Source: an optimization exercise on an open RTL-to-GDS flow (aim: small area). Production flows keep margins and buffers that such runs may drop.
At most, simulation tests tie the RTL to the original design; equivalence was not proved. The clock port is modelled as an ideal driver; clocking choices that lean on that would not hold on a real chip.

==> flow/design.v <==
module jk2_frame_decoder #(
    parameter integer LEN_LIMIT = 100,             
    parameter integer CAP       = LEN_LIMIT + 3,   
    parameter integer AW        = 9
) (
    input  wire          clk,
    input  wire          rst,
    input  wire          in_valid,
    input  wire [7:0]    in_byte,
    output wire          in_ready,
    input  wire          take,
    output wire          frame_valid,
    output wire [2:0]    state,
    output wire [AW-1:0] count,
    output wire [AW-1:0] frame_len,
    input  wire [AW-1:0] rd_addr,
    output wire [7:0]    rd_data,
    output wire [3:0]    evt
);
    localparam [2:0] ST_EMPTY = 3'd0;
    localparam [2:0] ST_SAW1  = 3'd1;
    localparam [2:0] ST_AWLEN = 3'd2;
    localparam [2:0] ST_ACC   = 3'd3;
    localparam [2:0] ST_COMP  = 3'd4;
    localparam [3:0] EV_NONE       = 4'd0;
    localparam [3:0] EV_SKIP       = 4'd1;
    localparam [3:0] EV_PUSH       = 4'd2;
    localparam [3:0] EV_COMPLETE   = 4'd3;
    localparam [3:0] EV_HDR2_ERR   = 4'd4;
    localparam [3:0] EV_LEN_REJECT = 4'd5;
    localparam [3:0] EV_RESYNC     = 4'd6;
    localparam [3:0] EV_CSUM_ERR   = 4'd7;
    localparam [3:0] EV_TAKEN      = 4'd9;
    localparam integer NS = CAP - 4;   
    reg [2:0] st;
    reg [6:0] cnt;
    reg [6:0] lbyte;     
    reg [3:0] ev;
    reg [7:0] csum;      
    reg       last_aa;   
    reg [7:0] sr [0:NS-1];
    reg [2:0] st_n;
    reg [6:0] cnt_n;
    reg [3:0] ev_n;
    wire st_awlen = (st == ST_AWLEN);
    wire st_acc   = (st == ST_ACC);
    wire st_comp  = (st == ST_COMP);
    wire [6:0] len     = lbyte + 7'd4;
    wire [6:0] cnt_inc = cnt + 1'b1;
    wire b_aa    = (in_byte == 8'hAA);
    wire b_55    = (in_byte == 8'h55);
    wire len_ok  = (in_byte != 8'd0) && (in_byte < LEN_LIMIT);
    wire is_last = (cnt_inc == len);
    wire csum_ok = (csum == in_byte);
    always @(*) begin
        st_n  = st;
        cnt_n = cnt;
        ev_n  = EV_NONE;
        if (st > ST_COMP) begin
            st_n  = ST_EMPTY;
            cnt_n = 7'd0;
        end else if (st_comp) begin
            if (take) begin
                st_n  = ST_EMPTY;
                cnt_n = 7'd0;
                ev_n  = EV_TAKEN;
            end
        end else if (in_valid) begin
            case (st)
                ST_EMPTY: begin
                    if (b_aa) begin
                        cnt_n = cnt_inc;
                        st_n  = ST_SAW1;
                        ev_n  = EV_PUSH;
                    end else begin
                        ev_n  = EV_SKIP;
                    end
                end
                ST_SAW1: begin
                    if (b_55) begin
                        cnt_n = cnt_inc;
                        st_n  = ST_AWLEN;
                        ev_n  = EV_PUSH;
                    end else begin
                        cnt_n = 7'd0;
                        st_n  = ST_EMPTY;
                        ev_n  = EV_HDR2_ERR;
                    end
                end
                ST_AWLEN: begin
                    if (len_ok) begin
                        cnt_n = cnt_inc;
                        st_n  = ST_ACC;
                        ev_n  = EV_PUSH;
                    end else begin
                        ev_n  = EV_LEN_REJECT;
                    end
                end
                default: begin  
                    if (last_aa && b_55) begin
                        cnt_n = 7'd2;
                        st_n  = ST_AWLEN;
                        ev_n  = EV_RESYNC;
                    end else if (!is_last) begin
                        cnt_n = cnt_inc;
                        ev_n  = EV_PUSH;
                    end else if (csum_ok) begin
                        cnt_n = cnt_inc;
                        st_n  = ST_COMP;
                        ev_n  = EV_COMPLETE;
                    end else begin
                        cnt_n = 7'd0;
                        st_n  = ST_EMPTY;
                        ev_n  = EV_CSUM_ERR;
                    end
                end
            endcase
        end
    end
    always @(posedge clk) begin
        if (rst) begin
            st  <= ST_EMPTY;
            cnt <= 7'd0;
            ev  <= EV_NONE;
        end else begin
            st  <= st_n;
            cnt <= cnt_n;
            ev  <= ev_n;
        end
    end
    always @(posedge clk) begin
        if (st_awlen) begin
            lbyte <= in_byte[6:0];
            csum  <= in_byte;
        end else if (in_valid && st_acc && !is_last) begin
            csum  <= csum ^ in_byte;
        end
        if (in_valid)
            last_aa <= b_aa;
    end
    wire shift = in_valid && !st_comp && (cnt != 7'd102);
    integer i;
    always @(posedge clk) begin
        if (shift) begin
            sr[0] <= in_byte;
            for (i = 1; i < NS; i = i + 1)
                sr[i] <= sr[i-1];
        end
    end
    wire [6:0] ra    = rd_addr[6:0];
    wire       c103  = (cnt == 7'd103);
    wire [6:0] pos   = {cnt[6:1], cnt[0] & !c103} + ~ra;
    wire       low3  = (ra[6:2] == 5'd0) && !(ra[1] && ra[0]);
    wire [98:0] psel;
    jk2_dec99 u_rd_dec (.a(pos), .en_n(low3), .sel(psel));
    localparam integer NG = NS / 3;    
    wire [NG-1:0] grp_n [0:7];
    genvar gb, gg;
    generate
        for (gb = 0; gb < 8; gb = gb + 1) begin : g_bit
            for (gg = 0; gg < NG; gg = gg + 1) begin : g_grp
                jk2_aoi3 u_aoi (
                    .d({sr[3*gg+2][gb], sr[3*gg+1][gb], sr[3*gg][gb]}),
                    .s(psel[3*gg+2:3*gg]),
                    .y_n(grp_n[gb][gg])
                );
            end
        end
    endgenerate
    wire s0   = (ra == 7'd0);
    wire s1   = (ra == 7'd1);
    wire s2   = (ra == 7'd2);
    wire s102 = (ra == 7'd102);
    reg [7:0] rd;
    integer k;
    always @(*) begin
        for (k = 0; k < 8; k = k + 1)
            rd[k] = ~&grp_n[k];
        rd = rd | ({8{s0}} & 8'hAA)
                | ({8{s1}} & 8'h55)
                | ({8{s2}} & {1'b0, lbyte})
                | ({8{s102}} & csum);
    end
    assign in_ready    = !st_comp;
    assign frame_valid = st_comp;
    assign state       = st;
    assign count       = {2'b00, cnt};
    assign frame_len   = {2'b00, (st_acc || st_comp) ? len : 7'd0};
    assign evt         = ev;
    assign rd_data     = rd;
endmodule
module jk2_dec99 (
    input  wire [6:0]  a,
    input  wire        en_n,
    output wire [98:0] sel
);
    wire [7:0]  lo_n;
    wire [12:0] hi_n;
    genvar k;
    generate
        for (k = 0; k < 8; k = k + 1) begin : g_lo
            assign lo_n[k] = (a[2:0] != k) || en_n;
        end
        for (k = 0; k < 13; k = k + 1) begin : g_hi
            assign hi_n[k] = (a[6:3] != k);
        end
        for (k = 0; k < 99; k = k + 1) begin : g
            jk2_nor2 u_nor (.a(lo_n[k % 8]), .b(hi_n[k / 8]), .y(sel[k]));
        end
    endgenerate
endmodule
module jk2_nor2 (
    input  wire a,
    input  wire b,
    output wire y
);
    assign y = ~(a | b);
endmodule
module jk2_aoi3 (
    input  wire [2:0] d,
    input  wire [2:0] s,
    output wire       y_n
);
    assign y_n = ~|(d & s);
endmodule
Settings: LEC_CHECK=0, CAP_MARGIN=10, CORE_MARGIN=2, CORE_UTILIZATION=60, PLACE_DENSITY=0.7, SLEW_MARGIN=10, SYNTH_HIERARCHICAL=1; clock period 20.0 ns.
standard.sh (not shown) runs the stock make flow with config.mk's settings and CLKGATE_MAP_FILE= SYNTH_SCRIPT=/design/flow/synth_recipe.tcl, a recipe that flattens the netlist after the stock synthesis.
==> flow/flow/run.sh <==
#!/bin/bash
# Own layout flow: the standard flow (standard.sh, unchanged synthesis,
# floorplan, power grid and routing) with two placement/CTS arguments changed:
#  - port buffers use the smallest buffer (buf_1) instead of the default pick;
#  - clock tree: larger sink clusters of clkbuf_16 and no dummy loads.
# The full make output goes to standard_finish.log in this folder; ORFS keeps
# each step's own log under orfs/logs/.
set -euo pipefail
bash standard.sh \
  "BUFFER_PORTS_ARGS=-buffer_cell sky130_fd_sc_hd__buf_1" \
  "CTS_ARGS=-sink_clustering_enable -repair_clock_nets -buf_list sky130_fd_sc_hd__clkbuf_16 -sink_clustering_size 30 -sink_clustering_max_diameter 100 -dont_use_dummy_load" \
  finish > standard_finish.log 2>&1
Then changed:
--- a/flow/design.v
+++ b/flow/design.v
@@ -193,22 +193,55 @@
     input  wire [6:0]  a,
     input  wire        en_n,
     output wire [98:0] sel
 );
+    wire [6:0]  a_n;
+    wire        en;
     wire [7:0]  lo_n;
     wire [12:0] hi_n;
+    jk2_inv u_inv_en (.a(en_n), .y(en));
     genvar k;
     generate
+        for (k = 0; k < 7; k = k + 1) begin : g_inv
+            jk2_inv u_inv (.a(a[k]), .y(a_n[k]));
+        end
         for (k = 0; k < 8; k = k + 1) begin : g_lo
-            assign lo_n[k] = (a[2:0] != k) || en_n;
+            jk2_nand4 u_nand (
+                .a(k[0] ? a[0] : a_n[0]),
+                .b(k[1] ? a[1] : a_n[1]),
+                .c(k[2] ? a[2] : a_n[2]),
+                .d(en),
+                .y(lo_n[k])
+            );
         end
         for (k = 0; k < 13; k = k + 1) begin : g_hi
-            assign hi_n[k] = (a[6:3] != k);
+            jk2_nand4 u_nand (
+                .a(k[0] ? a[3] : a_n[3]),
+                .b(k[1] ? a[4] : a_n[4]),
+                .c(k[2] ? a[5] : a_n[5]),
+                .d(k[3] ? a[6] : a_n[6]),
+                .y(hi_n[k])
+            );
         end
         for (k = 0; k < 99; k = k + 1) begin : g
             jk2_nor2 u_nor (.a(lo_n[k % 8]), .b(hi_n[k / 8]), .y(sel[k]));
         end
     endgenerate
+endmodule
+module jk2_inv (
+    input  wire a,
+    output wire y
+);
+    assign y = ~a;
+endmodule
+module jk2_nand4 (
+    input  wire a,
+    input  wire b,
+    input  wire c,
+    input  wire d,
+    output wire y
+);
+    assign y = ~(a & b & c & d);
 endmodule
 module jk2_nor2 (
     input  wire a,
     input  wire b,
Result: Cell area is lower by about 1%. Via count is about the same. Wire length is lower by about 0.5%. Worst setup slack gains 0.20 ns. First-iteration DRC count is higher by about 9%. Global-route usage is lower by 0.18 points. Die area is lower by 0.50%.
Function not checked in the first run of this note: the RTL went through the layout flow alone.

[afterwards: timing with drivers on the ports]
The results above use ideal ports. As a check the final layouts listed here were re-extracted and re-timed, cells and wires unchanged.
Step 1: set_driving_cell puts a clkbuf_16 on clk and a buf_2 on each other input, an assumption about the parent block.
Step 2 times the ports against the registers' clock, not the clock port: input delays grow and output delays shrink by t, the midpoint of the rising clock arrivals with the driver on.
Three values: ideal ports, drivers, drivers and shift; two values: the first two.
| run | shift t [ns] | setup slack, ns | worst register clock-pin slew, ns | worst slew at a driven data input, ns |
|---|---|---|---|---|
| the first run | 0.636 | 6.223 / 6.172 / 6.172 | 0.11 / 0.11 | 0.06 |
| the second run | 0.679 | 6.424 / 6.400 / 6.400 | 0.12 / 0.12 | 0.04 |
After both steps setup and hold are still met in every run listed. For the first run, which loses most, drivers alone change the setup slack by -0.051 ns; drivers and shift together by -0.051 ns.
